Source: an optimization exercise on an open RTL-to-GDS flow (aim: small area, a short achievable clock period and few clock cycles per item). Production flows keep margins and buffers that such runs may drop. Where RTL was checked, it was by simulation tests only, not by an equivalence proof against the original. The RTL of runs 1 to 3 was laid out without a check of its function. No activity file was given, so power comes from the tool's default toggle rates.

[design.v]
module udptl_encoder (
    input  wire        clk,
    input  wire        rst,
    input  wire        cmd_valid,
    output wire        cmd_ready,
    input  wire [5:0]  cmd_len,
    input  wire [1:0]  cfg_mode,
    input  wire [3:0]  cfg_span,
    input  wire [3:0]  cfg_entries,
    input  wire [15:0] cfg_far_max,
    input  wire        in_valid,
    output wire        in_ready,
    input  wire [7:0]  in_data,
    output wire        out_valid,
    input  wire        out_ready,
    output wire [7:0]  out_data,
    output wire        out_last,
    output wire        resp_valid,
    output wire [7:0]  resp_status,
    output wire [15:0] resp_seq,
    output wire [3:0]  resp_kept,
    output wire [9:0]  resp_len
);
    localparam MODE_RED = 2'd1;
    localparam MODE_FEC = 2'd2;
    localparam S_IDLE  = 4'd0;
    localparam S_H0    = 4'd1;
    localparam S_H1    = 4'd2;
    localparam S_H2    = 4'd3;
    localparam S_PAY   = 4'd4;
    localparam S_R0    = 4'd5;
    localparam S_R1    = 4'd6;
    localparam S_R2    = 4'd7;
    localparam S_R3    = 4'd8;
    localparam S_EL    = 4'd9;
    localparam S_ED    = 4'd10;
    localparam S_ERESP = 4'd11;
    localparam RD_IDLE = 2'd0;
    localparam RD_PAY  = 2'd1;
    localparam RD_WAIT = 2'd2;
    localparam RD_EL   = 2'd3;
    localparam PL_IDLE  = 2'd0;
    localparam PL_INIT  = 2'd1;
    localparam PL_INIT2 = 2'd2;
    localparam PL_SCAN  = 2'd3;
    localparam FL = 3;
    localparam FD = 1 << FL;
    reg [4:0]  G;               
    reg        q_valid;
    reg        q_age;           
    reg        q_wtaken;        
    reg        q_rtaken;        
    reg        q_actd;          
    reg        q_tag;
    reg [3:0]  q_slot;          
    reg [5:0]  q_len;
    reg [1:0]  q_mode;
    reg [3:0]  q_span;
    reg [3:0]  q_ent;
    reg [15:0] q_far;
    reg [2:0]  q_st;            
    reg [7:0]  q_prod;
    reg        tag_ctr;
    reg        w_busy;
    reg        w_ok;
    reg        w_tag;
    reg [3:0]  w_slot;
    reg [5:0]  w_rem;           
    reg [5:0]  w_cnt;           
    reg        w_started;       
    reg        w_started_q;     
    reg [4:0]  w_nxt;           
    reg [3:0]  wseq;
    reg        in_rdy;
    reg        in_q_v;
    reg [7:0]  in_q;
    reg [1:0]  rd;
    reg [5:0]  r_idx;           
    reg [4:0]  r_D;             
    reg [3:0]  r_job;           
    reg [15:0] r_use;           
    reg        r_tag;           
    reg [5:0]  r_plen;          
    reg [7:0]  rf [0:FD-1];
    reg [FL-1:0] rf_wr, rf_rd;
    reg [FL:0] rf_cnt;
    reg [3:0]  state;
    reg        a_tag;
    reg [5:0]  a_len;
    reg [1:0]  a_mode;
    reg [3:0]  a_span;
    reg [3:0]  a_ent;
    reg [3:0]  a_prod;
    reg [2:0]  a_st;
    reg        a_r15;           
    reg [15:0] seq;
    reg [4:0]  sent;            
    reg [5:0]  a_rem;           
    reg [9:0]  a_far;           
    reg [3:0]  em;
    reg [3:0]  eslot;           
    reg        o_v;
    reg [7:0]  o_d;
    reg        o_l;
    reg        k_v;
    reg [7:0]  k_d;
    reg        k_l;
    reg        pr_v;            
    reg        r_v;
    reg [2:0]  r_st;
    reg [15:0] r_seq;
    reg [3:0]  r_kept;
    reg [9:0]  r_len;
    reg [1:0]  pl;
    reg        pl_done;
    reg [3:0]  pc;              
    reg [3:0]  ps;              
    reg [3:0]  pm;
    reg [3:0]  pj;
    reg [3:0]  ptr;
    reg [3:0]  pbase;
    reg        pscan_end;
    reg        lv_v, lv_first, lv_last;
    reg [5:0]  lv;
    reg [5:0]  pmax;
    reg        bv_v;
    reg [5:0]  bv;
    reg        bok;
    reg [3:0]  bcnt;
    reg [3:0]  kept;
    reg [9:0]  olen;
    reg [10:0] room;            
    reg [15:0] mask0;
    reg [23:0] elen_arr;
    assign cmd_ready   = ~q_valid;
    assign in_ready    = in_rdy;
    assign out_valid   = o_v;
    assign out_data    = o_d;
    assign out_last    = o_l;
    assign resp_valid  = r_v;
    assign resp_status = {5'd0, r_st};
    assign resp_seq    = r_seq;
    assign resp_kept   = r_kept;
    assign resp_len    = r_len;
    wire [3:0] cur   = seq[3:0];
    wire       a_red = (a_mode == MODE_RED);
    wire       a_fec = (a_mode == MODE_FEC);
    wire [127:0] rbytes;
    wire [95:0]  lens;
    wire         align = (r_D[1:0] == 2'b00);
    wire         wr_go = in_q_v & w_ok;
    wire         w_take;
    genvar g;
    generate
        for (g = 0; g < 16; g = g + 1) begin : SL
            reg [255:0] d;
            reg [2:0]   wb;
            reg [5:0]   ln;
            wire        wr   = wr_go & (w_slot == g);
            wire [7:0]  tail = wr ? in_q : d[7:0];
            always @(posedge clk) begin
                d <= {tail, d[255:8]};
                if (wr & ~w_started_q) wb <= G[4:2];
                if (w_take && q_st == 3'd0 && wseq == g) ln <= q_len;
            end
            wire [2:0] tap = wb + r_D[4:2];
            reg  [7:0] tapb;
            always @(*) begin
                case (tap)
                    3'd0: tapb = d[  7:  0];
                    3'd1: tapb = d[ 39: 32];
                    3'd2: tapb = d[ 71: 64];
                    3'd3: tapb = d[103: 96];
                    3'd4: tapb = d[135:128];
                    3'd5: tapb = d[167:160];
                    3'd6: tapb = d[199:192];
                    default: tapb = d[231:224];
                endcase
            end
            wire live = r_use[g] & (r_idx < ln);
            assign rbytes[g*8 +: 8] = live ? tapb : 8'h00;
            assign lens[g*6 +: 6]   = ln;
        end
    endgenerate
    reg [7:0] xbyte;
    reg [5:0] r_ulen;
    integer k;
    always @(*) begin
        xbyte  = 8'd0;
        r_ulen = 6'd0;
        for (k = 0; k < 16; k = k + 1) begin
            xbyte = xbyte ^ rbytes[k*8 +: 8];
            if (r_use[k]) r_ulen = r_ulen | lens[k*6 +: 6];
        end
    end
    wire accept = cmd_valid & ~q_valid;
    wire [7:0] q_prod_c = q_span * q_ent;
    wire [2:0] q_st_c =
        (q_len == 6'd0)                                           ? 3'd6 :
        (q_len > 6'd32)                                           ? 3'd3 :
        (q_mode == MODE_FEC && (q_ent > 4'd4 || q_prod_c > 8'd15)) ? 3'd7 :
                                                                    3'd0;
    assign w_take = q_valid & q_age & ~q_wtaken & ~w_busy & ~in_q_v &
                    ~((state != S_IDLE) & a_r15);
    wire in_fire  = in_valid & in_rdy;
    wire [4:0] G2 = G + 5'd2;
    wire [FL-1:0] rf_rd_n = rf_rd + 1'b1;
    wire [7:0] rf_head = rf[rf_rd];
    wire       rf_ne   = (rf_cnt != 0);
    wire       rf_nf   = ~rf_cnt[FL];
    wire       w_on_a  = w_busy & (w_tag == a_tag);
    wire       p_avail = ~(w_busy & (w_tag == r_tag)) | (w_cnt > r_idx);
    wire       r_take  = (rd == RD_IDLE) & q_valid & q_age & q_wtaken & ~q_rtaken;
    wire [5:0] rd_len  = a_red ? r_ulen : elen_arr[r_job[1:0]*6 +: 6];
    wire       r_push  = rf_nf & align & (((rd == RD_PAY) & p_avail) |
                                          ((rd == RD_EL) & (rd_len != 6'd0)));
    wire       r_jend  = (rd == RD_EL) & ((rd_len == 6'd0) | (r_push & (r_idx + 6'd1 == rd_len)));
    wire [5:0] cur_elen = a_red ? lens[eslot*6 +: 6] : elen_arr[em[1:0]*6 +: 6];
    wire       last_el  = (em + 4'd1 == kept);
    reg [7:0] pbyte;
    reg       pvalid;
    reg       plast;
    always @(*) begin
        pbyte  = rf_head;
        pvalid = 1'b0;
        plast  = 1'b0;
        case (state)
            S_H0: begin pbyte = seq[15:8]; pvalid = 1'b1; end
            S_H1: begin pbyte = seq[7:0];  pvalid = 1'b1; end
            S_H2: begin pbyte = {2'b00, a_len}; pvalid = 1'b1; end
            S_PAY: pvalid = rf_ne;
            S_R0: begin
                pbyte  = a_fec ? 8'h80 : 8'h00;
                pvalid = 1'b1;
            end
            S_R1: begin
                if (a_fec) begin
                    pbyte  = 8'h01;
                    pvalid = 1'b1;
                end else begin
                    pbyte  = {4'd0, kept};
                    pvalid = pl_done;
                    plast  = (kept == 4'd0);
                end
            end
            S_R2: begin pbyte = {4'd0, ps}; pvalid = 1'b1; end
            S_R3: begin
                pbyte  = {4'd0, kept};
                pvalid = pl_done;
                plast  = (kept == 4'd0);
            end
            S_EL: begin
                pbyte  = {2'b00, cur_elen};
                pvalid = 1'b1;
                plast  = (cur_elen == 6'd0) & last_el;
            end
            S_ED: begin
                pvalid = rf_ne;
                plast  = (a_rem == 6'd1) & last_el;
            end
            default: ;
        endcase
    end
    wire pfire   = pvalid & ~k_v;
    wire rf_pop  = pfire & ((state == S_PAY) | (state == S_ED));
    wire can_act = q_valid & q_age & q_wtaken & q_rtaken & ~q_actd;
    wire act_err = (q_st != 3'd0);
    wire finish_ok  = pfire & plast;
    wire finish_err = (state == S_ERESP) & ~pr_v & ~w_on_a;
    wire act = can_act & ((state == S_IDLE) | finish_ok | finish_err);
    wire o_free = ~o_v | out_ready;
    wire o_fire = o_v & out_ready;
    always @(posedge clk) begin
        if (rst) begin
            G       <= 5'd0;
            q_valid <= 1'b0;
            w_busy  <= 1'b0;
            w_rem   <= 6'd0;
            wseq    <= 4'd0;
            in_rdy  <= 1'b0;
            in_q_v  <= 1'b0;
            rd      <= RD_IDLE;
            rf_cnt  <= 0;
            rf_wr   <= 0;
            rf_rd   <= 0;
            state   <= S_IDLE;
            seq     <= 16'd0;
            sent    <= 5'd0;
            o_v     <= 1'b0;
            k_v     <= 1'b0;
            pr_v    <= 1'b0;
            r_v     <= 1'b0;
        end else begin
            G <= G + 5'd1;
            if (accept) q_valid <= 1'b1;
            else if (q_wtaken & q_rtaken & (q_actd | act)) q_valid <= 1'b0;
            in_q_v <= in_fire;
            if (w_take) begin
                w_busy <= 1'b1;
                w_rem  <= q_len;
                if (q_st == 3'd0) wseq <= wseq + 4'd1;
                in_rdy <= (q_len != 6'd0) & ((q_st != 3'd0) | (G2[1:0] == 2'b00));
            end else begin
                if (in_fire) w_rem <= w_rem - 6'd1;
                if (w_busy && w_rem == 6'd0 && !in_q_v) w_busy <= 1'b0;
                if (in_fire)
                    in_rdy <= (w_rem != 6'd1) & (~w_ok | ~w_started | (G2 == w_nxt + 5'd1));
                else
                    in_rdy <= (w_rem != 6'd0) & (~w_ok | (w_started ? (G2 == w_nxt) : (G2[1:0] == 2'b00)));
            end
            rf_cnt <= rf_cnt + {{FL{1'b0}}, r_push} - {{FL{1'b0}}, rf_pop};
            if (r_push) rf_wr <= rf_wr + 1'b1;
            if (rf_pop) rf_rd <= rf_rd_n;
            case (rd)
                RD_IDLE: if (r_take && q_st == 3'd0) rd <= RD_PAY;
                RD_PAY:  if (r_push && r_idx + 6'd1 == r_plen) rd <= RD_WAIT;
                RD_WAIT: if (pl_done && a_tag == r_tag && state != S_IDLE)
                             rd <= (kept == 4'd0) ? RD_IDLE : RD_EL;
                default: if (r_jend && r_job + 4'd1 == kept) rd <= RD_IDLE;
            endcase
            if (pfire) begin
                case (state)
                    S_H0:  state <= S_H1;
                    S_H1:  state <= S_H2;
                    S_H2:  state <= S_PAY;
                    S_PAY: if (a_rem == 6'd1) state <= S_R0;
                    S_R0:  state <= S_R1;
                    S_R1:  if (a_fec) state <= S_R2;
                           else if (kept != 4'd0) state <= S_EL;
                    S_R2:  state <= S_R3;
                    S_R3:  if (kept != 4'd0) state <= S_EL;
                    S_EL:  if (cur_elen != 6'd0) state <= S_ED;
                    S_ED:  if (a_rem == 6'd1) state <= S_EL;
                    default: ;
                endcase
            end
            if (finish_ok | finish_err) state <= S_IDLE;
            if (act) state <= act_err ? S_ERESP : S_H0;
            if (finish_ok) begin
                seq <= seq + 16'd1;
                if (!sent[4]) sent <= sent + 5'd1;
            end
            if (o_free) begin
                if (k_v) begin
                    o_v <= 1'b1;
                    k_v <= 1'b0;
                end else begin
                    o_v <= pfire;
                end
            end else if (pfire) begin
                k_v <= 1'b1;
            end
            r_v <= (pr_v & o_fire & o_l) | finish_err;
            if (finish_ok) pr_v <= 1'b1;
            else if (o_fire & o_l) pr_v <= 1'b0;
        end
    end
    always @(posedge clk) begin
        if (accept) begin
            q_age    <= 1'b0;
            q_wtaken <= 1'b0;
            q_rtaken <= 1'b0;
            q_actd   <= 1'b0;
            q_tag    <= tag_ctr;
            tag_ctr  <= ~tag_ctr;
            q_len    <= cmd_len;
            q_mode   <= cfg_mode;
            q_span   <= cfg_span;
            q_ent    <= cfg_entries;
            q_far    <= cfg_far_max;
        end else begin
            q_age <= 1'b1;
            if (w_take) q_wtaken <= 1'b1;
            if (r_take) q_rtaken <= 1'b1;
            if (act) q_actd <= 1'b1;
        end
        q_st   <= q_st_c;
        q_prod <= q_prod_c;
        in_q <= in_data;
        if (in_q_v) begin
            w_cnt       <= w_cnt + 6'd1;
            w_started_q <= 1'b1;
        end
        if (w_take) begin
            w_ok        <= (q_st == 3'd0);
            w_tag       <= q_tag;
            w_slot      <= wseq;
            q_slot      <= wseq;
            w_cnt       <= 6'd0;
            w_started   <= 1'b0;
            w_started_q <= 1'b0;
        end else if (in_fire) begin
            w_started <= 1'b1;
            w_nxt     <= w_started ? w_nxt + 5'd1 : G2;
        end
        if (r_push) rf[rf_wr] <= xbyte;
        r_D <= r_push ? r_D : r_D - 5'd1;
        if (r_push) r_idx <= r_idx + 6'd1;
        case (rd)
            RD_IDLE: if (r_take) begin
                r_idx  <= 6'd0;
                r_D    <= ~G;
                r_use  <= 16'd1 << q_slot;
                r_tag  <= q_tag;
                r_plen <= q_len;
            end
            RD_WAIT: if (pl_done && a_tag == r_tag && state != S_IDLE) begin
                r_job <= 4'd0;
                r_idx <= 6'd0;
                r_D   <= ~G;
                r_use <= a_red ? {r_use[0], r_use[15:1]} : mask0;
            end
            RD_EL: if (r_jend) begin
                r_idx <= 6'd0;
                r_D   <= ~G;
                r_job <= r_job + 4'd1;
                r_use <= a_red ? {r_use[0], r_use[15:1]} : {r_use[14:0], r_use[15]};
            end
            default: ;
        endcase
        if (pfire) begin
            case (state)
                S_H2:  a_rem <= a_len;
                S_PAY: a_rem <= a_rem - 6'd1;
                S_R1:  begin em <= 4'd0; eslot <= cur - 4'd1; end
                S_R3:  em <= 4'd0;
                S_EL:  begin
                    a_rem <= cur_elen;
                    if (cur_elen == 6'd0) em <= em + 4'd1;
                end
                S_ED:  begin
                    a_rem <= a_rem - 6'd1;
                    if (a_rem == 6'd1) begin
                        em    <= em + 4'd1;
                        eslot <= eslot - 4'd1;
                    end
                end
                default: ;
            endcase
        end
        if (act) begin
            a_tag  <= q_tag;
            a_len  <= q_len;
            a_mode <= q_mode;
            a_span <= q_span;
            a_ent  <= q_ent;
            a_prod <= q_prod[3:0];
            a_st   <= q_st;
            a_far  <= (|q_far[15:10]) ? 10'h3FF : q_far[9:0];
            a_r15  <= (q_mode == MODE_RED && q_ent == 4'd15) ||
                      (q_mode == MODE_FEC && q_prod == 8'd15);
        end
        if (o_free) begin
            if (k_v) begin
                o_d <= k_d; o_l <= k_l;
            end else begin
                o_d <= pbyte; o_l <= plast;
            end
        end else if (pfire) begin
            k_d <= pbyte; k_l <= plast;
        end
        if (finish_ok) begin
            r_st   <= 3'd0;
            r_seq  <= seq;
            r_kept <= kept;
            r_len  <= olen;
        end
        if (finish_err) begin
            r_st   <= a_st;
            r_seq  <= 16'd0;
            r_kept <= 4'd0;
            r_len  <= 10'd0;
        end
        lv_v <= 1'b0;
        bv_v <= 1'b0;
        begin
            case (pl)
                PL_INIT: begin
                    kept  <= 4'd0;
                    bok   <= 1'b1;
                    bcnt  <= 4'd0;
                    mask0 <= 16'd0;
                    olen  <= {4'd0, a_len} + (a_fec ? 10'd7 : 10'd5);
                    room  <= {1'b0, a_far} - {5'd0, a_len} - (a_fec ? 11'd7 : 11'd5);
                    pm <= 4'd0;
                    pj <= 4'd1;
                    pscan_end <= 1'b0;
                    pl <= PL_INIT2;
                    if (a_red) begin
                        pc <= (sent < {1'b0, a_ent}) ? sent[3:0] : a_ent;
                        ps <= 4'd0;
                    end else if (a_fec) begin
                        if (sent < {1'b0, a_prod}) begin
                            pc <= {3'd0, sent[3:0] >= {1'b0, a_span}}
                                + {3'd0, {1'b0, sent[3:0]} >= {a_span, 1'b0}}
                                + {3'd0, {2'b0, sent[3:0]} >= ({2'b0, a_span} + {1'b0, a_span, 1'b0})};
                            ps <= (sent[3:0] < a_span) ? 4'd0 : a_span;
                        end else begin
                            pc <= a_ent;
                            ps <= a_span;
                        end
                    end else begin
                        pc <= 4'd0;
                        ps <= 4'd0;
                    end
                end
                PL_INIT2: begin
                    if (pc == 4'd0) begin
                        pl <= PL_IDLE;
                        pl_done <= 1'b1;
                    end else begin
                        pl <= PL_SCAN;
                        if (a_red) ptr <= cur - 4'd1;
                        else begin
                            ptr   <= cur - pc;
                            pbase <= cur - pc + 4'd1;
                        end
                    end
                end
                PL_SCAN: begin
                    if (!pscan_end) begin
                        lv_v     <= 1'b1;
                        lv       <= (a_fec && ps == 4'd0) ? 6'd0 : lens[ptr*6 +: 6];
                        lv_first <= a_red | (ps == 4'd0) | (pj == 4'd1);
                        lv_last  <= a_red | (ps == 4'd0) | (pj == ps);
                        if (a_red) begin
                            ptr <= ptr - 4'd1;
                        end else if (ps != 4'd0) begin
                            if (pm == 4'd0) mask0 <= mask0 | (16'd1 << ptr);
                            if (pj == ps) begin
                                pj    <= 4'd1;
                                ptr   <= pbase;
                                pbase <= pbase + 4'd1;
                            end else begin
                                pj  <= pj + 4'd1;
                                ptr <= ptr - pc;
                            end
                        end
                        if (a_red || ps == 4'd0 || pj == ps) begin
                            pm <= pm + 4'd1;
                            if (pm + 4'd1 == pc) pscan_end <= 1'b1;
                        end
                    end
                    if (lv_v) begin
                        if (lv_last) begin
                            bv_v <= 1'b1;
                            bv   <= (lv_first || lv > pmax) ? lv : pmax;
                        end else begin
                            pmax <= (lv_first || lv > pmax) ? lv : pmax;
                        end
                    end
                    if (bv_v) begin
                        bcnt <= bcnt + 4'd1;
                        if (bok) begin
                            if (!room[10] && room[9:0] > {4'd0, bv}) begin
                                olen <= olen + {4'd0, bv} + 10'd1;
                                room <= room + {5'h1F, ~bv};
                                kept <= kept + 4'd1;
                                elen_arr[kept[1:0]*6 +: 6] <= bv;
                            end else begin
                                bok <= 1'b0;
                            end
                        end
                        if (bcnt + 4'd1 == pc) begin
                            pl <= PL_IDLE;
                            pl_done <= 1'b1;
                        end
                    end
                end
                default: ;
            endcase
        end
        if (act) begin
            pl      <= act_err ? PL_IDLE : PL_INIT;
            pl_done <= 1'b0;
        end
    end
endmodule
[run.sh]
#!/bin/bash
# synth_recipe.tcl (not shown) runs the flow's synth.tcl, then flattens the netlist and writes it again
# the make line also repeats each setting of config.mk as NAME=value (left out here)
make -C /OpenROAD-flow-scripts/flow DESIGN_CONFIG=/design/flow/config.mk WORK_HOME=/design/flow/orfs CLKGATE_MAP_FILE= SYNTH_SCRIPT=/design/flow/synth_recipe.tcl finish
[config.mk]
export PLATFORM = sky130hd
export DESIGN_NAME = udptl_encoder
export DESIGN_NICKNAME = udptl_encoder
export VERILOG_FILES = /design/flow/design.v
export SDC_FILE = /design/flow/constraint.sdc
export NUM_CORES = 4
export LEC_CHECK = 0
export CAP_MARGIN = 20
export CORE_MARGIN = 2
export CORE_UTILIZATION = 60
export PLACE_DENSITY = 0.72
export SLEW_MARGIN = 20
[constraint.sdc]
create_clock -name core_clock -period 12.0 [get_ports {clk}]
set_input_delay 2.4000 -clock core_clock [delete_from_list [all_inputs] [get_ports {clk}]]
set_output_delay 2.4000 -clock core_clock [all_outputs]
set_load 0.01 [all_outputs]
==> impl_metrics.toml, run 1 <==
[cts]
ctsResizeCount = 0
clkTransAtPathRegs_ns = 0.07
root_buffer = "clkbuf_16"
post_cts_buffers = 0
ctsHoldBuffers = 0
cts_tree = "done"
htreeDepth = 5
clock_path_buffers = 4
clock_sinks = 4701
numCtsBuffers = 423
clk_latency_ns = 0.97

[run]
max_cap_violations = 0

[cells_and_area]
areaGrowthSynthToFinish_pct = 14.3
post-route-util_pct = 68.9
fillers = 13705
drive_above_1_share_pct = 12.8
nets = 9215

[sta]
rsz0062_at_grt = "false"
fin_hold_ws_ns = 0.282
fin_crit_sh_pct = 45.1
period_needed_ns = 5.42
finalSetupTns_ns = 0
slew_headroom_pct = 20.5
worstMarginPinSlew_ns = 1.18
fmax_ghz = 0.185
maxSlewViolCount = 0
setup_viol = 0
finalHoldViolCount = 0
clock_skew_ns = 0.0589

[floorplanning]
start_util_pct = 60.3
die_height_um = 465
io-pin-count = 96
num_rows = 169
die_area_mm2 = 0.217
die_w_um = 465
core_mm2 = 0.212

[yosys]
synth_seq_cells = 4701
netlist_area_mm2 = 0.128
async_reset_ff_share_pct = 0
synthCells = 8596
synth_ff_type = "dfxtp_1"
syn_area_per_cell_um2 = 14.9
synth-edff-count = 467
seq_area_frac_synth_pct = 77.3
ys_types = 90
yosys_warnings = 1

[global_route]
overflow = 0
grt_pass1_wl_mm = 408
first_global_vias = 66265
grt_max_degree = 92
grt.total_usage_pct = 24.8
antenna_found_initial = 18

[detailed_routing]
wl_per_cell_um = 22.3
routed_wl_mm = 269
drc = 0
drt_pre_antenna_iters = 6
vias = 64915
viasPerCell = 5.37
postRouteAntennaNets = 0
drt_iter0_drc = 5605

[setup_path]
startpoint_type = "register"
cp-end-kind = "register"
reg2reg_from = "r_D[2]$_DFF_P_"
worstReg2RegEnd = "rf[4][4]$_DFFE_PP_"
crit_type = "reg -> reg"
reg2reg_depth = 10
r2r_slack_ns = 6.58
critPathMaxFanout = 21
required_ns = 12.66
arrival_ns = 6.07

[power_and_ir_drop]
power_density_mw_per_mm2 = 252
vdd_drop_max_v = 0.000238
totalPowerFinal_w = 0.0368
power_leakage_nw = 57.9

[status]
outcome = "complete, no violations"

[place]
io_buffer_count = 90
gp_congestion = 0.968
place_hpwl_mm = 166

[hold_path]
worstHoldStart = "SL[3].d[75]$_DFF_P_"
hold_end = "SL[3].d[67]$_DFF_P_"
hold_class = "reg -> reg"
whs_path_depth = 0
==> how the worst max path moves through the flow <==
stage	startpoint	end	slack (ns)
after floorplan	r_D[3]$_DFF_P_	rf[0][3]$_DFFE_PP_	7.76
after global placement	r_D[2]$_DFF_P_	rf[4][4]$_DFFE_PP_	6.51
after detailed placement	r_D[2]$_DFF_P_	rf[3][7]$_DFFE_PP_	6.61
after CTS	r_D[2]$_DFF_P_	rf[4][4]$_DFFE_PP_	6.58
after global routing	r_D[2]$_DFF_P_	rf[4][4]$_DFFE_PP_	6.33
final	r_D[2]$_DFF_P_	rf[4][4]$_DFFE_PP_	6.58
==> power by group <==
part / internal [W] / switching (W) / leakage (nW)
sequential: 0.0167 / 0.000401 / 38.4
clock: 0.00798 / 0.00566 / 7.06
combinational: 0.00226 / 0.00382 / 12.4
==> flip-flops by register name, indices dropped and copies added, names as in the netlist, 11 cells and up, named ones only <==
name      count
SL.d       4096
SL.ln        96
SL.wb        48
elen_arr     24
mask0        16
q_far        16
r_seq        16
r_use        16
rf           64
room         11
seq          16
==> placed cells by master, fill, tap and decap left out, types with 21 or more instances in the layout <==
cell | netlist | layout
nand4_1 | 22 | 22
nand2_1 | 341 | 341
a211oi_1 | 48 | 47
and3_1 | 25 | 25
clkbuf_1 | 201 | 83
bufinv_16 | 0 | 35
clkdlybuf4s50_1 | 0 | 89
xnor2_1 | 161 | 158
inv_1 | 236 | 236
a221oi_1 | 48 | 48
nor2b_1 | 78 | 78
a21o_1 | 45 | 45
nor3_1 | 101 | 97
o211ai_1 | 69 | 69
clkbuf_16 | 0 | 437
or2_2 | 21 | 21
a31oi_1 | 52 | 52
o21ai_0 | 226 | 226
mux2i_1 | 205 | 205
xor2_1 | 74 | 74
and2_1 | 39 | 39
mux4_2 | 158 | 158
a21oi_1 | 184 | 184
clkinv_2 | 0 | 71
fa_1 | 29 | 29
o31ai_1 | 21 | 21
nand3_1 | 149 | 149
edfxtp_1 | 467 | 467
o22ai_1 | 46 | 46
a22o_1 | 28 | 28
xnor3_1 | 31 | 31
dfxtp_1 | 4234 | 4222
nand2b_1 | 67 | 66
mux2_2 | 188 | 188
ha_1 | 220 | 218
clkbuf_8 | 0 | 88
nor2_1 | 379 | 378
buf_4 | 9 | 87
nand3b_1 | 24 | 24
==> cells by family after synthesis <==
group	share of synthesized area [%]
AOI/OAI and AO/OA	4.97
xor gates and xnor gates	2.48
adders and majority gates	2.62
buffers and inverters	1.66
DFF	77.3
muxes	6.05
other	0.00294
and+or+nand+nor	4.89
==> layout make-up <==
type / count / area [µm²] / area share (%)
inverters: 245 / 920 / 0.630
repair buffers: 178 / 1560 / 1.07
well taps: 2821 / 3530 / 2.42
multi-input cells: 3372 / 27000 / 18.5
clock inverters: 149 / 1780 / 1.22
flip-flops and latches: 4701 / 98800 / 67.6
clock buffers: 610 / 12500 / 8.54
diodes: 5 / 12.5 / 0.00857
==> worst max-delay path, stage by stage, from the launching register on <==
cell and delay, ns:
dfxtp_1 0.31, buf_4 0.52, ha_1 0.81, clkinv_1 0.58, nor2_1 0.31, nand2_1 0.22
o211ai_1 0.96, xor2_1 0.21, xnor2_1 0.42, xnor2_1 0.24, xnor3_1 0.49
==> synth_stat cells, types with 11 or more instances <==
cell | instances | area share (%)
or2_2 | 21 | 0.10
mux2i_1 | 205 | 1.6
xnor2_1 | 161 | 1.1
a31oi_1 | 52 | 0.25
nand2b_1 | 67 | 0.33
o21ai_0 | 226 | 0.89
nor2b_1 | 78 | 0.38
o211ai_1 | 69 | 0.41
mux4_2 | 158 | 2.8
a22oi_1 | 18 | 0.11
o221ai_1 | 19 | 0.13
or3_1 | 11 | 0.054
a311oi_1 | 12 | 0.082
o31ai_1 | 21 | 0.12
buf_1 | 29 | 0.085
fa_1 | 29 | 0.45
and3_1 | 25 | 0.12
xnor3_1 | 31 | 0.55
nor4_1 | 18 | 0.088
a22o_1 | 28 | 0.19
nand3_1 | 149 | 0.58
clkbuf_1 | 201 | 0.59
a21boi_0 | 11 | 0.065
nand4_1 | 22 | 0.11
nand3b_1 | 24 | 0.14
and2_1 | 39 | 0.19
mux2_2 | 188 | 1.7
o22ai_1 | 46 | 0.23
inv_1 | 236 | 0.69
edfxtp_1 | 467 | 11
a21o_1 | 45 | 0.26
a221oi_1 | 48 | 0.33
buf_2 | 38 | 0.15
nor2_1 | 379 | 1.1
nor3_1 | 101 | 0.40
xor2_1 | 74 | 0.51
ha_1 | 220 | 2.2
nor3b_1 | 18 | 0.11
a21oi_1 | 184 | 0.72
nand2_1 | 341 | 1.0
dfxtp_1 | 4234 | 66
a211oi_1 | 48 | 0.28
o21a_1 | 19 | 0.11
==> layer usage <==
| metal | vias to the layer above | track usage, % | share of wire, % |
|---|---|---|---|
| met3 | 552 | 4.85 | 7.0 |
| met5 | - | 0 | 0.0085 |
| met1 | 32085 | 35.4 | 45 |
| met4 | 4 | 9.58 | 3.6 |
| met2 | 2149 | 37.6 | 45 |
| li1 | 30125 | - | - |
==> through the flow <==
step | setup slack (ns) | std cells | instance area, µm²
final | 6.58 | 12081 | 146000
after global routing | 6.33 | 12078 | 146000
after CTS | 6.58 | 12075 | 146000
after detailed placement | 6.61 | 11316 | 132000
after global placement | 6.51 | 11316 | 132000
after floorplan | 7.76 | 8600 | 128000
==> inputs of run 2 (changes only) <==
==> flow/run.sh (new file) <==
#!/bin/bash
set -euo pipefail
bash standard.sh SETUP_SLACK_MARGIN=8.5 finish > orfs_flow.log 2>&1
==> standard.sh (new file) <==
#!/bin/bash
# synth_recipe.tcl (not shown) runs the flow's synth.tcl, then flattens the netlist and writes it again
# the make line also repeats each setting of config.mk as NAME=value (left out here)
make -C /OpenROAD-flow-scripts/flow DESIGN_CONFIG=/design/flow/config.mk WORK_HOME=/design/flow/orfs CLKGATE_MAP_FILE= SYNTH_SCRIPT=/design/flow/synth_recipe.tcl "${@:-finish}"
removed: run.sh
==> run 2 against run 1 <==
Effect of this change:
- core utilization grew 2.8 points
- synthesized area unchanged
- via count rose by 4.2%
- hold slack got worse by 0.022 ns
- setup slack better by 1.3 ns
- global-route usage increased by 1.3 points
- sequential power hardly changed
- critical endpoint is now rf[0][6]$_DFFE_PP_
- die area unchanged
- sequential share of layout area down 2.6 points
- routed wire length grew 7.7%
==> impl_metrics.toml, run 2 <==
[yosys]
ys_types = 90
syn_area_per_cell_um2 = 14.9
synth_top_area_share_pct = 66.4
synth_common_cells = "dfxtp_1 (4,234), edfxtp_1 (467), nor2_1 (379)"
seq_area_frac_synth_pct = 77.3
async_reset_ff_share_pct = 0
netlist_area_mm2 = 0.128
synth_ff_type = "dfxtp_1"
synthCells = 8596
synth_area_leaders = "dfxtp_1 (66%), edfxtp_1 (11%), mux4_2 (2.8%)"
synth_largest_area_cell = "dfxtp_1"
yosysMostFrequentCell = "dfxtp_1"
synth_seq_cells = 4701
synth-edff-count = 467
yosys_warnings = 1

[floorplanning]
start_util_pct = 60.3
io-pin-count = 96
die_area_mm2 = 0.217
die_height_um = 465
core_mm2 = 0.212
die_w_um = 465
num_rows = 169

[cells_and_area]
multi_input_area_mm2 = 0.0294
areaGrowthSynthToFinish_pct = 19.0
reg_top3 = "SL.d: 4096 flops, SL.ln: 96 flops, rf: 64 flops"
nets = 9520
mostFrequentLayoutCells = "dfxtp_1 (4,180), edfxtp_1 (467), clkbuf_16 (445)"
drive_above_1_share_pct = 20.0
fillers = 12845
largest_reg_flops = 4096
mostFrequentLayoutCell = "dfxtp_1"
top_register = "SL.d"
seq_area_mm2 = 0.0989
post-route-util_pct = 71.7

[cts]
cts_tree = "done"
clock_sinks = 4701
htreeDepth = 5
clock_path_buffers = 4
root_buffer = "clkbuf_16"
numCtsBuffers = 426
ctsHoldBuffers = 0
clkTransAtPathRegs_ns = 0.07
clk_latency_ns = 1.00

[sta]
fin_crit_sh_pct = 34.6
slew_headroom_pct = 22.0
period_needed_ns = 4.16
worstMarginPinSlew_ns = 1.17
clock_skew_ns = 0.0878
fmax_ghz = 0.241
rsz0062_at_grt = "true"
finalSetupTns_ns = 0
finalHoldViolCount = 0
maxSlewViolCount = 0
setup_viol = 0

[power_and_ir_drop]
clkPwrFrac_pct = 35.7
p_seq_share_pct = 43.6
power_density_mw_per_mm2 = 257
power_leakage_nw = 60.5
p_sw_w = 0.0108
internal_power_w = 0.0283
p_sw_share_pct = 27.6
vdd_drop_max_v = 0.000192
share_comb_of_total_power_pct = 20.7

[detailed_routing]
drt_pre_antenna_iters = 6
viasPerCell = 5.46
postRouteAntennaNets = 0
drt_iter0_drc = 6291
routed_wl_mm = 290
drc = 0
wl_per_cell_um = 23.4
vias = 67665

[global_route]
overflow = 0
grt_pass1_wl_mm = 426
antenna_found_initial = 20
first_global_vias = 68158
grt_max_degree = 68
grt.total_usage_pct = 26.1

[setup_path]
arrival_ns = 4.84
reg2reg_depth = 12
required_ns = 12.68
cpLargestDelayFamily = "XOR/XNOR gates"
reg2reg_from = "r_D[2]$_DFF_P_"
crit_path_max_incr_delay_ns = 0.50
path_cells = "buf_12 -> ha_4 -> fa_2 -> xnor3_4 -> mux2_4 -> a221oi_2 -> a31oi_1 -> o22ai_1 -> nor2_2 -> xnor2_4 -> xnor3_1 -> xnor3_2"
critical_path.slowest_cell = "xnor3_4"
worst-path-buf-inv = 1
critPathMaxFanout = 8
worstReg2RegEnd = "rf[0][6]$_DFFE_PP_"
crit_type = "reg -> reg"
startpoint_type = "register"
cp-end-kind = "register"
worstSetupStartpoint = "r_D[2]$_DFF_P_"
r2r_slack_ns = 7.84

[status]
outcome = "complete, no violations"

[hold_path]
worstHoldStart = "SL[15].d[19]$_DFF_P_"
hold_end = "SL[15].d[11]$_DFF_P_"
hold_class = "reg -> reg"
whs_path_depth = 0

[place]
io_buffer_count = 90
gp_congestion = 0.924
place_hpwl_mm = 167

[run]
max_cap_violations = 0
==> run 2: worst reg2reg max path: cells and delay by family (launching register included) <==
family                     cells  cell delay (ns)
adders and majority gates      2             0.57
xor gates and xnor gates       4             1.71
DFF                            1             0.38
buffers and inverters          1             0.16
and+or+nand+nor                1             0.12
AOI/OAI and AO/OA              3             0.60
muxes                          1             0.34
==> run 2: area by class of cell <==
cell class | count | share of cell area [%]
antenna | 11 | 0.0181
inverter | 245 | 0.623
multi-input combinational | 3381 | 19.3
clock inverter | 169 | 1.36
clock buffer | 593 | 8.26
tap | 2821 | 2.32
sequential | 4701 | 65.0
timing repair inverter | 2 | 0.00659
timing repair buffer | 469 | 3.04
==> run 2: through the flow <==
step,hold WS [ns],setup WS (ns),cell area (µm²),std cells,power (W)
global placement,0.310,6.46,132000,11321,0.0233
floorplan,0.310,8.50,128000,8600,0.0215
finish,0.260,7.84,152000,12392,0.0391
global route,0.260,7.79,152000,12383,0.0402
CTS,0.260,7.84,150000,12285,0.0384
detailed placement,0.312,6.43,132000,11321,0.0234
==> run 2: power by group through the flow <==
stage	sequential [W]	combinational [W]	clock, W
after floorplan	0.0172	0.00432	0
after global placement	0.0174	0.00584	0
after detailed placement	0.0174	0.00599	0
after CTS	0.0170	0.00731	0.0141
after global routing	0.0170	0.00848	0.0147
final	0.0170	0.00808	0.0140
==> run 2: metal layers <==
layer,routed length [µm],global-route usage [%],vias to the layer above
li1,-,-,30812
met1,126000,37.1,33599
met2,131000,40.0,2565
met3,22100,5.24,685
met4,10800,9.45,4
met5,33,0,-
==> run 2: worst max-delay path by stage <==
stage	cells past startpoint	to	slack, ns
after floorplan	16	rf_cnt[1]$_SDFF_PP0_	8.50
after global placement	11	rf[2][4]$_DFFE_PP_	6.46
after detailed placement	11	rf[3][4]$_DFFE_PP_	6.43
after CTS	12	rf[1][2]$_DFFE_PP_	7.84
after global routing	15	rf[0][6]$_DFFE_PP_	7.79
final	12	rf[0][6]$_DFFE_PP_	7.84
==> run 2: cell families after synthesis <==
kind of cell    count (synthesis)  synth area share, %
compound gates                962                 4.97
flops                        4701                 77.3
fa+ha+maj                     250                 2.62
buf+inv                       527                 1.66
simple gates                 1319                 4.89
mux                           551                 6.05
other cells                     1              0.00294
xor+xnor                      285                 2.48
==> run 2: what timing repair did <==
action	CTS	global route
gates resized for setup	602	197
buffers inserted	186	88
setup endpoints to repair	425	369
cloned	16	7
pin swaps	102	110
==> inputs of run 3 (changes only) <==
--- a/design.v
+++ b/design.v
@@ -78,9 +78,14 @@
     reg [5:0]  r_idx;           
     reg [4:0]  r_D;             
     reg [3:0]  r_job;           
+    reg [3:0]  r_nj;            
     reg [15:0] r_use;           
     reg        r_tag;           
     reg [5:0]  r_plen;          
+    reg [5:0]  r_el;            
+    reg [3:0]  r_slot;          
+    reg [31:0] x1;              
+    reg        x1_v;
     reg [7:0]  rf [0:FD-1];
     reg [FL-1:0] rf_wr, rf_rd;
     reg [FL:0] rf_cnt;
@@ -99,6 +104,8 @@
     reg [9:0]  a_far;           
     reg [3:0]  em;
     reg [3:0]  eslot;           
+    reg [5:0]  cel;             
+    reg        lastel;          
     reg        o_v;
     reg [7:0]  o_d;
     reg        o_l;
@@ -129,7 +136,6 @@
     reg [3:0]  bcnt;
     reg [3:0]  kept;
     reg [9:0]  olen;
-    reg [10:0] room;            
     reg [15:0] mask0;
     reg [23:0] elen_arr;
     assign cmd_ready   = ~q_valid;
@@ -143,6 +149,7 @@
     assign resp_kept   = r_kept;
     assign resp_len    = r_len;
     wire [3:0] cur   = seq[3:0];
+    wire [9:0] olen_n = olen + {4'd0, bv} + 10'd1;    
     wire       a_red = (a_mode == MODE_RED);
     wire       a_fec = (a_mode == MODE_FEC);
     wire [127:0] rbytes;
@@ -182,23 +189,22 @@
             assign lens[g*6 +: 6]   = ln;
         end
     endgenerate
-    reg [7:0] xbyte;
-    reg [5:0] r_ulen;
-    integer k;
-    always @(*) begin
-        xbyte  = 8'd0;
-        r_ulen = 6'd0;
-        for (k = 0; k < 16; k = k + 1) begin
-            xbyte = xbyte ^ rbytes[k*8 +: 8];
-            if (r_use[k]) r_ulen = r_ulen | lens[k*6 +: 6];
+    wire [31:0] x1_c;
+    genvar h;
+    generate
+        for (h = 0; h < 4; h = h + 1) begin : XG
+            assign x1_c[h*8 +: 8] = rbytes[h*32 +: 8] ^ rbytes[h*32+8 +: 8] ^
+                                    rbytes[h*32+16 +: 8] ^ rbytes[h*32+24 +: 8];
         end
-    end
+    endgenerate
+    wire [7:0] xbyte = x1[7:0] ^ x1[15:8] ^ x1[23:16] ^ x1[31:24];
     wire accept = cmd_valid & ~q_valid;
     wire [7:0] q_prod_c = q_span * q_ent;
     wire [2:0] q_st_c =
         (q_len == 6'd0)                                           ? 3'd6 :
         (q_len > 6'd32)                                           ? 3'd3 :
-        (q_mode == MODE_FEC && (q_ent > 4'd4 || q_prod_c > 8'd15)) ? 3'd7 :
+        (q_mode == MODE_FEC && (q_ent > 4'd4 || (q_ent == 4'd2 && q_span[3]) ||
+         (q_ent == 4'd3 && q_span > 4'd5) || (q_ent == 4'd4 && q_span[3:2] != 2'b00))) ? 3'd7 :
                                                                     3'd0;
     assign w_take = q_valid & q_age & ~q_wtaken & ~w_busy & ~in_q_v &
                     ~((state != S_IDLE) & a_r15);
@@ -206,17 +212,27 @@
     wire [4:0] G2 = G + 5'd2;
     wire [FL-1:0] rf_rd_n = rf_rd + 1'b1;
     wire [7:0] rf_head = rf[rf_rd];
-    wire       rf_ne   = (rf_cnt != 0);
+    wire       rf_ne   = (rf_cnt != 0) & ~((rf_cnt == 1) & x1_v);
     wire       rf_nf   = ~rf_cnt[FL];
     wire       w_on_a  = w_busy & (w_tag == a_tag);
     wire       p_avail = ~(w_busy & (w_tag == r_tag)) | (w_cnt > r_idx);
     wire       r_take  = (rd == RD_IDLE) & q_valid & q_age & q_wtaken & ~q_rtaken;
-    wire [5:0] rd_len  = a_red ? r_ulen : elen_arr[r_job[1:0]*6 +: 6];
+    wire [5:0] rd_len  = r_el;
+    wire       r_view   = (a_tag == r_tag) & (state != S_IDLE) & (pl != PL_INIT);
+    wire [3:0] r_job_n  = (rd == RD_WAIT) ? r_nj : r_job + 4'd1;
+    wire       r_start  = r_view & (kept > r_job_n) & ((rd == RD_WAIT) | r_jend);
+    wire       r_first  = (r_job_n == 4'd0);
+    wire [3:0] r_slot_n = r_first ? cur - 4'd1 : r_slot - 4'd1;
     wire       r_push  = rf_nf & align & (((rd == RD_PAY) & p_avail) |
                                           ((rd == RD_EL) & (rd_len != 6'd0)));
     wire       r_jend  = (rd == RD_EL) & ((rd_len == 6'd0) | (r_push & (r_idx + 6'd1 == rd_len)));
-    wire [5:0] cur_elen = a_red ? lens[eslot*6 +: 6] : elen_arr[em[1:0]*6 +: 6];
-    wire       last_el  = (em + 4'd1 == kept);
+    wire [5:0] cur_elen = cel;
+    wire       last_el  = lastel;
+    wire       el_first = pfire & (((state == S_R1) & ~a_fec) | (state == S_R3));
+    wire       el_next  = pfire & (((state == S_EL) & (cel == 6'd0)) |
+                                   ((state == S_ED) & (a_rem == 6'd1)));
+    wire [3:0] em_n     = el_first ? 4'd0 : em + 4'd1;
+    wire [3:0] eslot_n  = el_first ? cur - 4'd1 : eslot - 4'd1;
     reg [7:0] pbyte;
     reg       pvalid;
     reg       plast;
@@ -263,7 +279,7 @@
     end
     wire pfire   = pvalid & ~k_v;
     wire rf_pop  = pfire & ((state == S_PAY) | (state == S_ED));
-    wire can_act = q_valid & q_age & q_wtaken & q_rtaken & ~q_actd;
+    wire can_act = q_valid & q_age & q_wtaken & ~q_actd;
     wire act_err = (q_st != 3'd0);
     wire finish_ok  = pfire & plast;
     wire finish_err = (state == S_ERESP) & ~pr_v & ~w_on_a;
@@ -283,6 +299,7 @@
             rf_cnt  <= 0;
             rf_wr   <= 0;
             rf_rd   <= 0;
+            x1_v    <= 1'b0;
             state   <= S_IDLE;
             seq     <= 16'd0;
             sent    <= 5'd0;
@@ -309,14 +326,15 @@
                     in_rdy <= (w_rem != 6'd0) & (~w_ok | (w_started ? (G2 == w_nxt) : (G2[1:0] == 2'b00)));
             end
             rf_cnt <= rf_cnt + {{FL{1'b0}}, r_push} - {{FL{1'b0}}, rf_pop};
-            if (r_push) rf_wr <= rf_wr + 1'b1;
+            if (x1_v) rf_wr <= rf_wr + 1'b1;
+            x1_v <= r_push;
             if (rf_pop) rf_rd <= rf_rd_n;
             case (rd)
                 RD_IDLE: if (r_take && q_st == 3'd0) rd <= RD_PAY;
                 RD_PAY:  if (r_push && r_idx + 6'd1 == r_plen) rd <= RD_WAIT;
-                RD_WAIT: if (pl_done && a_tag == r_tag && state != S_IDLE)
-                             rd <= (kept == 4'd0) ? RD_IDLE : RD_EL;
-                default: if (r_jend && r_job + 4'd1 == kept) rd <= RD_IDLE;
+                RD_WAIT: if (r_start) rd <= RD_EL;
+                         else if (r_view && pl_done) rd <= RD_IDLE;
+                default: if (r_jend && !r_start) rd <= RD_WAIT;
             endcase
             if (pfire) begin
                 case (state)
@@ -393,7 +411,12 @@
             w_started <= 1'b1;
             w_nxt     <= w_started ? w_nxt + 5'd1 : G2;
         end
-        if (r_push) rf[rf_wr] <= xbyte;
+        x1 <= x1_c;
+        if (x1_v) rf[rf_wr] <= xbyte;
+        if (r_start) begin
+            r_slot <= r_slot_n;
+            r_el   <= a_red ? lens[r_slot_n*6 +: 6] : elen_arr[r_job_n[1:0]*6 +: 6];
+        end
         r_D <= r_push ? r_D : r_D - 5'd1;
         if (r_push) r_idx <= r_idx + 6'd1;
         case (rd)
@@ -404,40 +427,35 @@
                 r_tag  <= q_tag;
                 r_plen <= q_len;
             end
-            RD_WAIT: if (pl_done && a_tag == r_tag && state != S_IDLE) begin
-                r_job <= 4'd0;
-                r_idx <= 6'd0;
-                r_D   <= ~G;
-                r_use <= a_red ? {r_use[0], r_use[15:1]} : mask0;
-            end
-            RD_EL: if (r_jend) begin
-                r_idx <= 6'd0;
-                r_D   <= ~G;
-                r_job <= r_job + 4'd1;
-                r_use <= a_red ? {r_use[0], r_use[15:1]} : {r_use[14:0], r_use[15]};
-            end
+            RD_PAY: r_nj <= 4'd0;
+            RD_EL:  r_nj <= r_job + 4'd1;
             default: ;
         endcase
+        if (r_start) begin
+            r_job <= r_job_n;
+            r_idx <= 6'd0;
+            r_D   <= ~G;
+            r_use <= a_red ? {r_use[0], r_use[15:1]} : (r_first ? mask0 : {r_use[14:0], r_use[15]});
+        end
         if (pfire) begin
             case (state)
                 S_H2:  a_rem <= a_len;
                 S_PAY: a_rem <= a_rem - 6'd1;
-                S_R1:  begin em <= 4'd0; eslot <= cur - 4'd1; end
-                S_R3:  em <= 4'd0;
                 S_EL:  begin
                     a_rem <= cur_elen;
-                    if (cur_elen == 6'd0) em <= em + 4'd1;
                 end
                 S_ED:  begin
                     a_rem <= a_rem - 6'd1;
-                    if (a_rem == 6'd1) begin
-                        em    <= em + 4'd1;
-                        eslot <= eslot - 4'd1;
-                    end
                 end
                 default: ;
             endcase
         end
+        if (el_first | el_next) begin
+            em     <= em_n;
+            eslot  <= eslot_n;
+            cel    <= a_red ? lens[eslot_n*6 +: 6] : elen_arr[em_n[1:0]*6 +: 6];
+            lastel <= (em_n + 4'd1 == kept);
+        end
         if (act) begin
             a_tag  <= q_tag;
             a_len  <= q_len;
@@ -481,7 +499,6 @@
                     bcnt  <= 4'd0;
                     mask0 <= 16'd0;
                     olen  <= {4'd0, a_len} + (a_fec ? 10'd7 : 10'd5);
-                    room  <= {1'b0, a_far} - {5'd0, a_len} - (a_fec ? 11'd7 : 11'd5);
                     pm <= 4'd0;
                     pj <= 4'd1;
                     pscan_end <= 1'b0;
@@ -552,9 +569,8 @@
                     if (bv_v) begin
                         bcnt <= bcnt + 4'd1;
                         if (bok) begin
-                            if (!room[10] && room[9:0] > {4'd0, bv}) begin
-                                olen <= olen + {4'd0, bv} + 10'd1;
-                                room <= room + {5'h1F, ~bv};
+                            if (olen_n <= a_far) begin
+                                olen <= olen_n;
                                 kept <= kept + 4'd1;
                                 elen_arr[kept[1:0]*6 +: 6] <= bv;
                             end else begin
==> flow/run.sh (replaced) <==
#!/bin/bash
set -euo pipefail
bash standard.sh SETUP_SLACK_MARGIN=9 finish > orfs_flow.log 2>&1
--- a/config.mk
+++ b/config.mk
@@ -7,6 +7,8 @@
 export LEC_CHECK = 0
 export CAP_MARGIN = 20
 export CORE_MARGIN = 2
-export CORE_UTILIZATION = 60
-export PLACE_DENSITY = 0.72
+export CORE_UTILIZATION = 65
+export CTS_CLUSTER_DIAMETER = 60
+export CTS_CLUSTER_SIZE = 28
+export PLACE_DENSITY = 0.75
 export SLEW_MARGIN = 20
==> run 3 against run 2 <==
Effect of this change:
- non-clock buffer count grew 82
- sequential power about the same
- flip-flop and latch count increased by 43
- die area shrank 7.5%
- count of clock-buffer cells in the layout shrank 346
- critical endpoint is now out_last
- critical path depth fell by 11
- via count decreased by 1.8%
- setup slack better by 0.33 ns
- total power is 16% lower
- cell count decreased by 2.8%
- maximum frequency grew 8.6%
- sequential share of layout area grew 3.5 points
==> impl_metrics.toml, run 3 <==
[setup_path]
cp-end-kind = "primary output"
startpoint_type = "register"
arrival_ns = 1.43
path_cells = "buf_2"
crit_type = "reg -> out"
required_ns = 9.60
worst-path-buf-inv = 1
critPathMaxFanout = 2
crit_path_max_incr_delay_ns = 0.40
cpLargestDelayFamily = "flip-flops"
critical_path.slowest_cell = "edfxtp_1"

[sta]
fin_hold_ws_ns = 0.266
maxSlewViolCount = 0
fmax_ghz = 0.261
finalSetupTns_ns = 0
setup_viol = 0
clock_skew_ns = 0.0809
worstMarginPinSlew_ns = 1.21
finalHoldViolCount = 0
rsz0062_at_grt = "true"
period_needed_ns = 3.83
setup_slack_ns = 8.17
slew_headroom_pct = 19.3
fin_crit_sh_pct = 31.9

[cts]
numCtsBuffers = 211
root_buffer = "clkbuf_16"
clock_sinks = 4744
ctsHoldBuffers = 0
clkTransAtPathRegs_ns = 0.10
htreeDepth = 4
cts_tree = "done"
clk_latency_ns = 0.92
clock_path_buffers = 3

[yosys]
synth_top_family_by_area = "compound AO/OA/AOI/OAI gates"
syn_area_per_cell_um2 = 14.5
synth_largest_area_cell = "dfxtp_1"
synth-edff-count = 477
synthCells = 8807
synth_area_leaders = "dfxtp_1 (67%), edfxtp_1 (11%), ha_1 (2.1%)"
synthXorXnorAreaFrac_pct = 2.33
ys_types = 91
synth_ff_type = "dfxtp_1"
synth_common_cells = "dfxtp_1 (4,267), nand2_1 (478), edfxtp_1 (477)"
yosysMostFrequentCell = "dfxtp_1"
yosys_warnings = 1
synthAdderAreaFrac_pct = 2.56
synth_mux_area_share_pct = 5.04
synth_top_area_share_pct = 66.8
synth_seq_cells = 4744
async_reset_ff_share_pct = 0
seq_area_frac_synth_pct = 78.0
synth_compound_area_share_pct = 5.34
yosys.area_share.simple_pct = 5.15
netlist_area_mm2 = 0.128

[global_route]
grt_max_degree = 63
first_global_vias = 65706
grt_pass1_wl_mm = 411
overflow = 0
antenna_found_initial = 13
grt.total_usage_pct = 27.3

[place]
gp_congestion = 0.954
place_hpwl_mm = 167
io_buffer_count = 90
place_worst_setup_slack_ns = 7.47

[detailed_routing]
postRouteAntennaNets = 0
vias = 66478
drt_iter0_drc = 6375
viasPerCell = 5.52
drc = 0
wl_per_cell_um = 23.2
drt_pre_antenna_iters = 6
routed_wl_mm = 279

[status]
outcome = "complete, no violations"

[floorplanning]
die_height_um = 448
die_w_um = 448
num_rows = 162
die_area_mm2 = 0.200
start_util_pct = 65.5
core_mm2 = 0.195
io-pin-count = 96

[power_and_ir_drop]
clkPwrFrac_pct = 25.5
p_sw_share_pct = 29.7
share_comb_of_total_power_pct = 23.6
p_sw_w = 0.00979
p_seq_share_pct = 50.9
internal_power_w = 0.0232
vdd_drop_max_v = 0.000193
power_density_mw_per_mm2 = 226
power_leakage_nw = 57.2

[hold_path]
hold_class = "reg -> reg"

[cells_and_area]
mostFrequentLayoutCells = "dfxtp_1 (4,206), edfxtp_1 (477), nand2_1 (466)"
reg_top3 = "SL.d: 4096 flops, SL.ln: 96 flops, rf: 64 flops"
nets = 9596
largest_reg_flops = 4096
drive_above_1_share_pct = 16.8
top_register = "SL.d"
mostFrequentLayoutCell = "dfxtp_1"
areaGrowthSynthToFinish_pct = 13.9

[run]
max_cap_violations = 0
==> run 3: cell count changes in the layout (fill, tap and decap cells not counted), moves of 27 or more <==
cell / previous run / this run
clkbuf_1: 59 / 32
xor2_1: 65 / 102
bufinv_16: 43 / 4
clkbuf_8: 92 / 4
clkbuf_16: 445 / 220
buf_4: 284 / 317
o22ai_1: 39 / 67
nand2_1: 325 / 466
clkinv_2: 79 / 10
mux4_2: 158 / 99
==> run 3: cells by family (layout without fill, tap and decap cells) <==
logic type | count (synthesis) | after routing
AO/OA/AOI/OAI | 1049 | 1053
other | 1 | 15
multiplexers | 497 | 497
XOR/XNOR | 315 | 321
adder cells (fa/ha/maj) | 246 | 246
buffers and inverters | 526 | 1109
AND/OR/NAND/NOR | 1429 | 1433
flip-flops | 4744 | 4744
==> run 3: final cells by class <==
class	instances	area (µm²)
flip-flops and latches	4744	99900
fillers	11627	49500
multi-input cells	3555	29200
repair buffers	551	5750
clock buffers	247	5460
well taps	2624	3280
clock inverters	68	1090
inverters	235	946
repair inverters	8	135
diodes	10	25.0
==> run 3: through the flow <==
step	utilization [%]	cells	area, µm²	power (W)
2_1_floorplan	-	8811	128000	0.0207
3_3_place_gp	67.7	11342	132000	0.0226
3_5_place_dp	67.7	11342	132000	0.0227
4_1_cts	73.3	11889	143000	0.0322
5_1_grt	74.6	12032	146000	0.0341
6_report	74.6	12042	146000	0.0330
==> run 3: what timing repair did <==
item,CTS,global route
buffers inserted,195,130
gates cloned,37,12
endpoints found under the hold margin,0,0
resized for setup,693,270
setup endpoints to repair,536,323
pin swaps,149,201
==> run 3: routing by layer <==
layer	up-vias	global-route usage, %	routed length, µm
met5	-	0	0
met4	0	9.23	8630
met3	477	4.22	19000
met2	2209	41.9	127000
met1	32938	40.0	125000
li1	30854	-	-
==> run 3: path summary, 6_finish.rpt <==
| kind | cells after the start | slack, ns | endpoint | startpoint |
|---|---|---|---|---|
| worst max-delay path | 1 | 8.17 | out_last | o_l$_DFFE_PP_ |
| worst min-delay path | 0 | 0.27 | SL[1].d[209]$_DFF_P_ | SL[1].d[217]$_DFF_P_ |
| worst max register to register | 19 | 8.53 | kept[0]$_SDFFCE_PN0P_ | olen[0]$_DFFE_PP_ |
| worst min register to register | 0 | 0.27 | SL[1].d[209]$_DFF_P_ | SL[1].d[217]$_DFF_P_ |
==> run 3: power groups by stage <==
stage / logic, W / clock network (W) / registers (W)
finish: 0.00780 / 0.00840 / 0.0168
detailed placement: 0.00551 / 0 / 0.0172
global route: 0.00824 / 0.00905 / 0.0168
floorplan: 0.00369 / 0 / 0.0170
global placement: 0.00539 / 0 / 0.0172
CTS: 0.00693 / 0.00847 / 0.0168
==> inputs of run 4 (changes only) <==
--- a/design.v
+++ b/design.v
@@ -109,6 +109,8 @@
     reg        o_v;
     reg [7:0]  o_d;
     reg        o_l;
+    reg        o_lr;            
+    reg        c_rdy;           
     reg        k_v;
     reg [7:0]  k_d;
     reg        k_l;
@@ -138,7 +140,7 @@
     reg [9:0]  olen;
     reg [15:0] mask0;
     reg [23:0] elen_arr;
-    assign cmd_ready   = ~q_valid;
+    assign cmd_ready   = c_rdy;
     assign in_ready    = in_rdy;
     assign out_valid   = o_v;
     assign out_data    = o_d;
@@ -286,10 +288,13 @@
     wire act = can_act & ((state == S_IDLE) | finish_ok | finish_err);
     wire o_free = ~o_v | out_ready;
     wire o_fire = o_v & out_ready;
+    wire pr_v_n = finish_ok | (pr_v & ~(o_fire & o_lr));
     always @(posedge clk) begin
         if (rst) begin
             G       <= 5'd0;
             q_valid <= 1'b0;
+            c_rdy   <= 1'b1;
+            o_lr    <= 1'b0;
             w_busy  <= 1'b0;
             w_rem   <= 6'd0;
             wseq    <= 4'd0;
@@ -309,8 +314,13 @@
             r_v     <= 1'b0;
         end else begin
             G <= G + 5'd1;
-            if (accept) q_valid <= 1'b1;
-            else if (q_wtaken & q_rtaken & (q_actd | act)) q_valid <= 1'b0;
+            if (accept) begin
+                q_valid <= 1'b1;
+                c_rdy   <= 1'b0;
+            end else if (q_wtaken & q_rtaken & (q_actd | act)) begin
+                q_valid <= 1'b0;
+                c_rdy   <= 1'b1;
+            end
             in_q_v <= in_fire;
             if (w_take) begin
                 w_busy <= 1'b1;
@@ -368,9 +378,9 @@
             end else if (pfire) begin
                 k_v <= 1'b1;
             end
-            r_v <= (pr_v & o_fire & o_l) | finish_err;
-            if (finish_ok) pr_v <= 1'b1;
-            else if (o_fire & o_l) pr_v <= 1'b0;
+            r_v  <= (o_fire & o_lr) | finish_err;
+            pr_v <= pr_v_n;
+            if (o_free) o_lr <= (k_v ? k_l : plast) & pr_v_n;
         end
     end
     always @(posedge clk) begin
==> run 4 against run 3 <==
Effect of this change:
- still clean on timing, DRC and antenna
- highest routed layer is now met5
- cell count is 0.74% lower
- synthesized cell count down 0.26%
- first-iteration DRC count fell by 18%
- core utilization down 0.33 points
==> impl_metrics.toml, run 4 <==
[status]
outcome = "complete, no violations"

[yosys]
synth_top_area_share_pct = 66.7
synth_ff_type = "dfxtp_1"
ys_types = 103
synth_area_leaders = "dfxtp_1 (67%), edfxtp_1 (11%), ha_1 (2.1%)"
synth_seq_cells = 4746
syn_area_per_cell_um2 = 14.6
seq_area_frac_synth_pct = 77.9
synth_largest_area_cell = "dfxtp_1"
synthCells = 8784
async_reset_ff_share_pct = 0
synth-edff-count = 477
yosys_warnings = 1
netlist_area_mm2 = 0.128
synth_common_cells = "dfxtp_1 (4,269), edfxtp_1 (477), nand2_1 (388)"
yosysMostFrequentCell = "dfxtp_1"

[cts]
clock_path_buffers = 3
cts_tree = "done"
clkTransAtPathRegs_ns = 0.10
numCtsBuffers = 210
clock_sinks = 4746
ctsHoldBuffers = 0
clk_latency_ns = 0.89
root_buffer = "clkbuf_16"
htreeDepth = 4

[cells_and_area]
reg_top3 = "SL.d: 4096 flops, SL.ln: 96 flops, rf: 64 flops"
nets = 9522
drive_above_1_share_pct = 16.6
design_area_mm2 = 0.145
mostFrequentLayoutCell = "dfxtp_1"
multi_input_area_mm2 = 0.0293
fillers = 11890
largest_reg_flops = 4096
mostFrequentLayoutCells = "dfxtp_1 (4,209), edfxtp_1 (477), nand2_1 (375)"
seq_area_mm2 = 0.0999
areaGrowthSynthToFinish_pct = 13.3
top_register = "SL.d"

[place]
gp_congestion = 0.951
place_area_mm2 = 0.132
io_buffer_count = 90
place_hpwl_mm = 170

[setup_path]
required_ns = 9.60
r2r_slack_ns = 8.48
worstReg2RegEnd = "elen_arr[1]$_DFFE_PP_"
reg2reg_from = "bv[1]$_DFFE_PP_"
arrival_ns = 1.43
crit_type = "reg -> out"
worst-path-buf-inv = 1
path_cells = "buf_2"
crit_path_max_incr_delay_ns = 0.41
reg2reg_depth = 18
cpLargestDelayFamily = "flip-flops"
startpoint_type = "register"
cp-end-kind = "primary output"
critical_path.slowest_cell = "edfxtp_1"
critPathMaxFanout = 1

[detailed_routing]
drc = 0
wl_per_cell_um = 23.3
wl_met1_mm = 126
routed_wl_mm = 278
dr_wl_met3_mm = 14.1
maxUsedRoutingLayer = "met5"
viasPerCell = 5.50
drt_pre_antenna_iters = 6
vias = 65776
wl_met2_mm = 128
postRouteAntennaNets = 0
drt_iter0_drc = 5259

[global_route]
grt_pass1_wl_mm = 406
antenna_found_initial = 14
first_global_vias = 64383
grt_max_degree = 65
grt.total_usage_pct = 27.0
overflow = 0

[power_and_ir_drop]
p_seq_share_pct = 50.9
power_density_mw_per_mm2 = 228
power_leakage_nw = 56.7
p_sw_w = 0.00974
internal_power_w = 0.0234
share_comb_of_total_power_pct = 24.1
clkPwrFrac_pct = 25.0
vdd_drop_max_v = 0.000176
p_sw_share_pct = 29.4

[floorplanning]
core_mm2 = 0.195
die_height_um = 448
die_w_um = 448
start_util_pct = 65.6
io-pin-count = 96
num_rows = 162
die_area_mm2 = 0.201

[sta]
worstMarginPinSlew_ns = 1.17
rsz0062_at_grt = "true"
clock_skew_ns = 0.0500
slew_headroom_pct = 22.3
period_needed_ns = 3.83
fin_crit_sh_pct = 31.9
fmax_ghz = 0.261
setup_viol = 0
maxSlewViolCount = 0
finalHoldViolCount = 0
finalSetupTns_ns = 0

[hold_path]
hold_class = "reg -> reg"
worstHoldStart = "SL[9].d[120]$_DFF_P_"
hold_end = "SL[9].d[112]$_DFF_P_"
whs_path_depth = 0

[run]
max_cap_violations = 0
[run 4: layer usage]
metal	track usage (%)	vias to the layer above
met5	0	-
met4	8.55	2
met3	3.23	491
met2	42.7	1873
met1	39.2	32670
li1	-	30740
[run 4: final cells by class]
class,count,share of cell area (%)
flip-flops and latches,4746,68.8
multi-input cells,3519,20.2
clock buffers,248,3.83
repair buffers,517,3.68
well taps,2624,2.26
inverters,236,0.646
clock inverters,55,0.579
diodes,6,0.0103
repair inverters,2,0.00862
[run 4: how the worst max path moves through the flow]
stage | start | to | slack, ns | cells past startpoint
finish | o_d[5]$_DFFE_PP_ | out_data[5] | 8.17 | 1
detailed placement | rd[0]$_SDFFE_PP0P_ | r_el[0]$_DFFE_PN_ | 7.43 | 11
global placement | rd[0]$_SDFFE_PP0P_ | r_el[0]$_DFFE_PN_ | 7.49 | 11
global route | o_d[4]$_DFFE_PP_ | out_data[4] | 8.12 | 1
floorplan | cmd_valid | c_rdy$_SDFFE_PP1P_ | 8.62 | 3
CTS | o_d[5]$_DFFE_PP_ | out_data[5] | 8.10 | 1
[run 4: power by group through the flow]
| stage | registers [W] | logic (W) | clock network (W) |
|---|---|---|---|
| after floorplan | 0.0171 | 0.00389 | 0 |
| after global placement | 0.0172 | 0.00560 | 0 |
| after detailed placement | 0.0172 | 0.00570 | 0 |
| after CTS | 0.0169 | 0.00680 | 0.00835 |
| after global routing | 0.0169 | 0.00848 | 0.00894 |
| final | 0.0169 | 0.00801 | 0.00828 |
[run 4: cells by family after synthesis]
logic type / count (synthesis) / share of synthesized area [%]
AO/OA/AOI/OAI: 1085 / 5.57
other: 1 / 0.00293
adder cells (fa/ha/maj): 246 / 2.56
flip-flops: 4746 / 77.9
buffers and inverters: 537 / 1.62
multiplexers: 494 / 5.11
AND/OR/NAND/NOR: 1363 / 4.99
XOR/XNOR: 312 / 2.28
[run 4: what timing repair did]
| item | in CTS | in global routing |
|---|---|---|
| resized for setup | 653 | 307 |
| buffers inserted | 172 | 127 |
| endpoints found under the setup margin | 587 | 288 |
| gates cloned | 22 | 18 |
| pin swaps | 101 | 200 |
[run 4: through the flow]
| stage | utilization [%] | hold WS, ns | cells | worst slack [ns] | total power, W |
|---|---|---|---|---|---|
| after global routing | 74.3 | 0.321 | 11948 | 8.12 | 0.0343 |
| after floorplan | - | 0.310 | 8788 | 8.62 | 0.0210 |
| final | 74.3 | 0.317 | 11953 | 8.17 | 0.0332 |
| after global placement | 67.7 | 0.310 | 11304 | 7.49 | 0.0228 |
| after CTS | 72.8 | 0.316 | 11801 | 8.10 | 0.0320 |
| after detailed placement | 67.7 | 0.312 | 11304 | 7.43 | 0.0230 |
Testbench counts of run 4, summed over its fixed seeds: cycles 97,335, items 1,280.

## static timing again, ports no longer ideal
The flow's constraints put no driver on any port. The routed layouts listed below were extracted and timed again, unchanged, in two steps.
Step 1 (the two cells are an assumption about what drives the block):
set clk [get_ports {clk}]
set_driving_cell -lib_cell sky130_fd_sc_hd__clkbuf_16 $clk
set_driving_cell -lib_cell sky130_fd_sc_hd__buf_2 [delete_from_list [all_inputs] $clk]
Step 2 times the ports against the registers' clock, not the clock port: input delays grow and output delays shrink by t, the midpoint of the rising clock arrivals with the driver on.
Slacks: ideal / step 1 / step 2; pairs: ideal / step 1.
| run | shift t [ns] | setup WS [ns] | worst setup path after step 2 | cell pins on the clock port's net |
|---|---|---|---|---|
| run 1 | 1.037 | 6.585 / 6.585 / 6.585 | register to register | 1 |
| run 2 | 1.042 | 7.843 / 7.843 / 7.456 | input to register | 1 |
| run 3 | 0.974 | 8.171 / 8.079 / 8.238 | input to register | 1 |
| run 4 | 0.952 | 8.167 / 8.081 / 8.253 | input to register | 1 |
After both steps every run listed still meets setup and hold. For run 2, which loses most, drivers alone change the setup slack by 0.000 ns; drivers and shift together by -0.387 ns.
